From an optimization exercise on the open Yosys and OpenROAD flow, aimed at small area and few clock cycles; shortcuts taken in it are not production practice.
Only simulation tests tie the RTL to the original design; equivalence was not proved.
Power figures rest on the tool's default switching activity, not on a simulated workload.

## cedar
// bms_codec
module bms_codec (
    input  wire        clk,
    input  wire        rst,
    input  wire        req_valid,
    output wire        req_ready,
    input  wire [31:0] req_word,
    input  wire        din_valid,
    output wire        din_ready,
    input  wire [7:0]  din_byte,
    output wire        rsp_valid,
    output wire [3:0]  rsp_status,
    output wire [31:0] rsp_value,
    output wire        rsd_valid,
    output wire [7:0]  rsd_byte,
    output wire        tx_valid,
    output wire [7:0]  tx_byte,
    output wire        rxf_valid,
    output wire [7:0]  rxf_byte
);
    localparam [7:0] PROTO_VER    = 8'h22;
    localparam [7:0] CID2_TIME    = 8'h4D;
    localparam [7:0] CID2_PVER    = 8'h4F;
    localparam [7:0] CID2_DADDR   = 8'h50;
    localparam [7:0] CID2_MANUF   = 8'h51;
    localparam [7:0] CID2_ANALOG0 = 8'h42;
    localparam [7:0] CID2_ANALOG1 = 8'h43;
    localparam [15:0] ANALOG_INFO = 16'h00FF;
    localparam [2:0] ST_OK        = 3'h0;
    localparam [2:0] ST_LEN_OVF   = 3'h1;
    localparam [2:0] ST_ZERO_CHK  = 3'h3;
    localparam [2:0] ST_MALFORMED = 3'h4;
    localparam [2:0] ST_BAD_VER   = 3'h5;
    localparam [2:0] ST_ILLEGAL   = 3'h6;
    localparam [2:0] ST_CAP_FAULT = 3'h7;
    localparam [3:0] K_LCHK = 4'd8;     
    localparam [3:0] K_CFGR = 4'd9;     
    localparam [3:0] K_PCHK = 4'd10;    
    localparam [3:0] K_ENC  = 4'd11;    
  ...
==> flow/config.mk <==
export PLATFORM = sky130hd
export DESIGN_NAME = bms_codec
export DESIGN_NICKNAME = bms_codec
export VERILOG_FILES = /design/flow/design.v
export SDC_FILE = /design/flow/constraint.sdc
export NUM_CORES = 4
export LEC_CHECK = 0
export CAP_MARGIN = 20
export CORE_MARGIN = 2
export CORE_UTILIZATION = 70
export CTS_CLUSTER_DIAMETER = 80
export CTS_CLUSTER_SIZE = 30
export PLACE_DENSITY = 0.9
export SLEW_MARGIN = 20
==> flow/constraint.sdc <==
create_clock -name core_clock -period 6.5 [get_ports {clk}]
set_input_delay 1.3000 -clock core_clock [delete_from_list [all_inputs] [get_ports {clk}]]
set_output_delay 1.3000 -clock core_clock [all_outputs]
set_load 0.01 [all_outputs]
standard.sh (not shown) runs the stock make flow with config.mk's settings and CLKGATE_MAP_FILE= SYNTH_SCRIPT=/design/flow/synth_recipe.tcl, a recipe that flattens the netlist after the stock synthesis.
==> flow/flow/run.sh <==
#!/bin/bash
# Layout flow: the standard flow (the standard.sh, all steps) with two
# changes to how the layout is made:
#  - ports are buffered with the smallest buffer (sky130_fd_sc_hd__buf_1)
#    instead of the delay buffer the resizer picks by default;
#  - clock tree synthesis inserts no dummy loads.
# Each tool's full output stays in the ORFS logs under orfs/logs/; the
# output of standard.sh itself goes to standard.log in this folder.
set -e
export BUFFER_PORTS_ARGS="-buffer_cell sky130_fd_sc_hd__buf_1"
export CTS_ARGS="-sink_clustering_enable -repair_clock_nets -sink_clustering_size 30 -sink_clustering_max_diameter 80 -dont_use_dummy_load"
bash standard.sh > standard.log 2>&1
Testbench counts of cedar, summed over its fixed seeds: cycles 22,536.
Input-level comparison between ember and cedar:
- PLACE_DENSITY now 0.8, was 0.9
- CORE_UTILIZATION now 60, was 70
### Flow results
Compared with cedar, power in ember increased slightly.
Compared with cedar, ember degrades final design instance area without fill.
Fraction of power consumed by combinational cells essentially unchanged between ember and cedar.
Between ember and cedar, it is ember whose multi-input gate share of total cell area is lower, by 0.24 points.

* * *

bms_codec, a different RTL version from the one above (not shown whole).
For scale: ~2,000 cells after synthesis, about 670 flip-flops, ~110 I/O pins, roughly 0.023 mm² of cells after synthesis.
Settings: LEC_CHECK=0, CAP_MARGIN=20, CORE_MARGIN=2, CORE_UTILIZATION=40, CTS_CLUSTER_DIAMETER=80, CTS_CLUSTER_SIZE=30, PLACE_DENSITY=0.6, SLEW_MARGIN=20; clock period 6.5 ns.
Scripts as last shown in full above: flow/flow/run.sh
Testbench counts at the start, summed over its fixed seeds: cycles 22,536.
Change:
==> flow/run.sh (new file) <==
#!/bin/bash
# synth_recipe.tcl (not shown) runs the flow's synth.tcl, then flattens the netlist and writes it again
# the make line also repeats each setting of config.mk as NAME=value (left out here)
make -C /OpenROAD-flow-scripts/flow DESIGN_CONFIG=/design/flow/config.mk WORK_HOME=/design/flow/orfs CLKGATE_MAP_FILE= SYNTH_SCRIPT=/design/flow/synth_recipe.tcl finish
removed: flow/flow/run.sh
removed: flow/standard.sh
Result: The changed run finished with timing, DRC and antenna clean. Worst hold slack is better by 100 ps. Sequential cell count does not change. Final cell count rises by 1.3%. Area after synthesis is unchanged. Power rises by 3.8%. Sequential power barely changes. Combinational power rises by 8.5%.
Change:
--- a/flow/config.mk
+++ b/flow/config.mk
@@ -7,2 +7,3 @@
 export LEC_CHECK = 0
+export ABC_AREA = 1
 export CAP_MARGIN = 20
@@ -10,4 +11,2 @@
 export CORE_UTILIZATION = 40
-export CTS_CLUSTER_DIAMETER = 80
-export CTS_CLUSTER_SIZE = 30
 export PLACE_DENSITY = 0.6
After rerunning: Core utilization rises by 1.4 points. Cell area grows by 5.1%. Wire length goes up by 10%. Hold slack got worse by 8.5 ps. Via count rises by 15%. Flip-flop and latch count does not change. Area after synthesis went up by 1.9%. Fmax came out higher by 2.2%.
Change:
--- a/flow/config.mk
+++ b/flow/config.mk
@@ -7,7 +7,8 @@
 export LEC_CHECK = 0
-export ABC_AREA = 1
 export CAP_MARGIN = 20
 export CORE_MARGIN = 2
-export CORE_UTILIZATION = 40
-export PLACE_DENSITY = 0.6
+export CORE_UTILIZATION = 60
+export CTS_CLUSTER_DIAMETER = 80
+export CTS_CLUSTER_SIZE = 30
+export PLACE_DENSITY = 0.8
 export SLEW_MARGIN = 20
Worst setup slack gets worse by 210 ps.
Design area came out lower by 6.9%.
First-iteration DRC count rises by 35%.
Clock-buffer cell count decreases by 63.
Core utilization grows by 20 points.
Wire length came out lower by 11%.
Final cell count shrinks by 24%.
Change:
--- a/flow/config.mk
+++ b/flow/config.mk
@@ -9,6 +9,6 @@
 export CORE_MARGIN = 2
-export CORE_UTILIZATION = 60
-export CTS_CLUSTER_DIAMETER = 80
-export CTS_CLUSTER_SIZE = 30
-export PLACE_DENSITY = 0.8
+export CORE_UTILIZATION = 40
+export CTS_CLUSTER_DIAMETER = 90
+export CTS_CLUSTER_SIZE = 36
+export PLACE_DENSITY = 0.6
 export SLEW_MARGIN = 20
Synthesized area does not change.
Flip-flop and latch count is unchanged.
Non-clock buffer count grows by 12.
Setup slack gains 130 ps.
First-iteration DRC count shrinks by roughly a tenth.
Final area grows slightly.
Total power grows slightly.
Die area grows by well over a third.
Global-route usage shrinks by 8.4 points.
Core utilization shrinks by 21 points.
Synthesized cell count is unchanged.

what the ideal ports hide:
The results above use ideal ports. As a check the final layouts listed here were re-extracted and re-timed, cells and wires unchanged. Step 1 (the two cells are an assumption about what drives the block):
set clk [get_ports {clk}]
set_driving_cell -lib_cell sky130_fd_sc_hd__clkbuf_16 $clk
set_driving_cell -lib_cell sky130_fd_sc_hd__buf_2 [delete_from_list [all_inputs] $clk]
Step 2 adds t to the input delays and takes it off the output delays; t is the mean of the earliest and latest rising clock arrival at the registers after step 1. Input paths then give back, and output paths get back, about the clock's delay inside the block. Slacks: ideal / step 1 / step 2; pairs: ideal / step 1.
run | shift t [ns] | setup WS [ns] | worst register clock-pin slew, ns
cedar | 0.620 | 0.543 / 0.487 / 0.696 | 0.11 / 0.11
ember | 0.621 | 0.623 / 0.570 / 0.874 | 0.11 / 0.11
the first run of note 2 | 0.594 | 0.425 / 0.425 / -0.053 | 0.11 / 0.11
the second run of note 2 | 0.623 | 0.488 / 0.520 / -0.098 | 0.11 / 0.11
the third run of note 2 | 0.657 | 0.618 / 0.577 / 0.137 | 0.06 / 0.06
the fourth run of note 2 | 0.670 | 0.403 / 0.435 / -0.235 | 0.11 / 0.11
the fifth run of note 2 | 0.671 | 0.536 / 0.536 / -0.079 | 0.12 / 0.12
With both steps, setup timing fails in the first run of note 2, the second run of note 2, the fourth run of note 2 and the fifth run of note 2, where it was met with ideal ports. For the fourth run of note 2, which loses most, drivers alone change the setup slack by +0.032 ns; drivers and shift together by -0.638 ns.
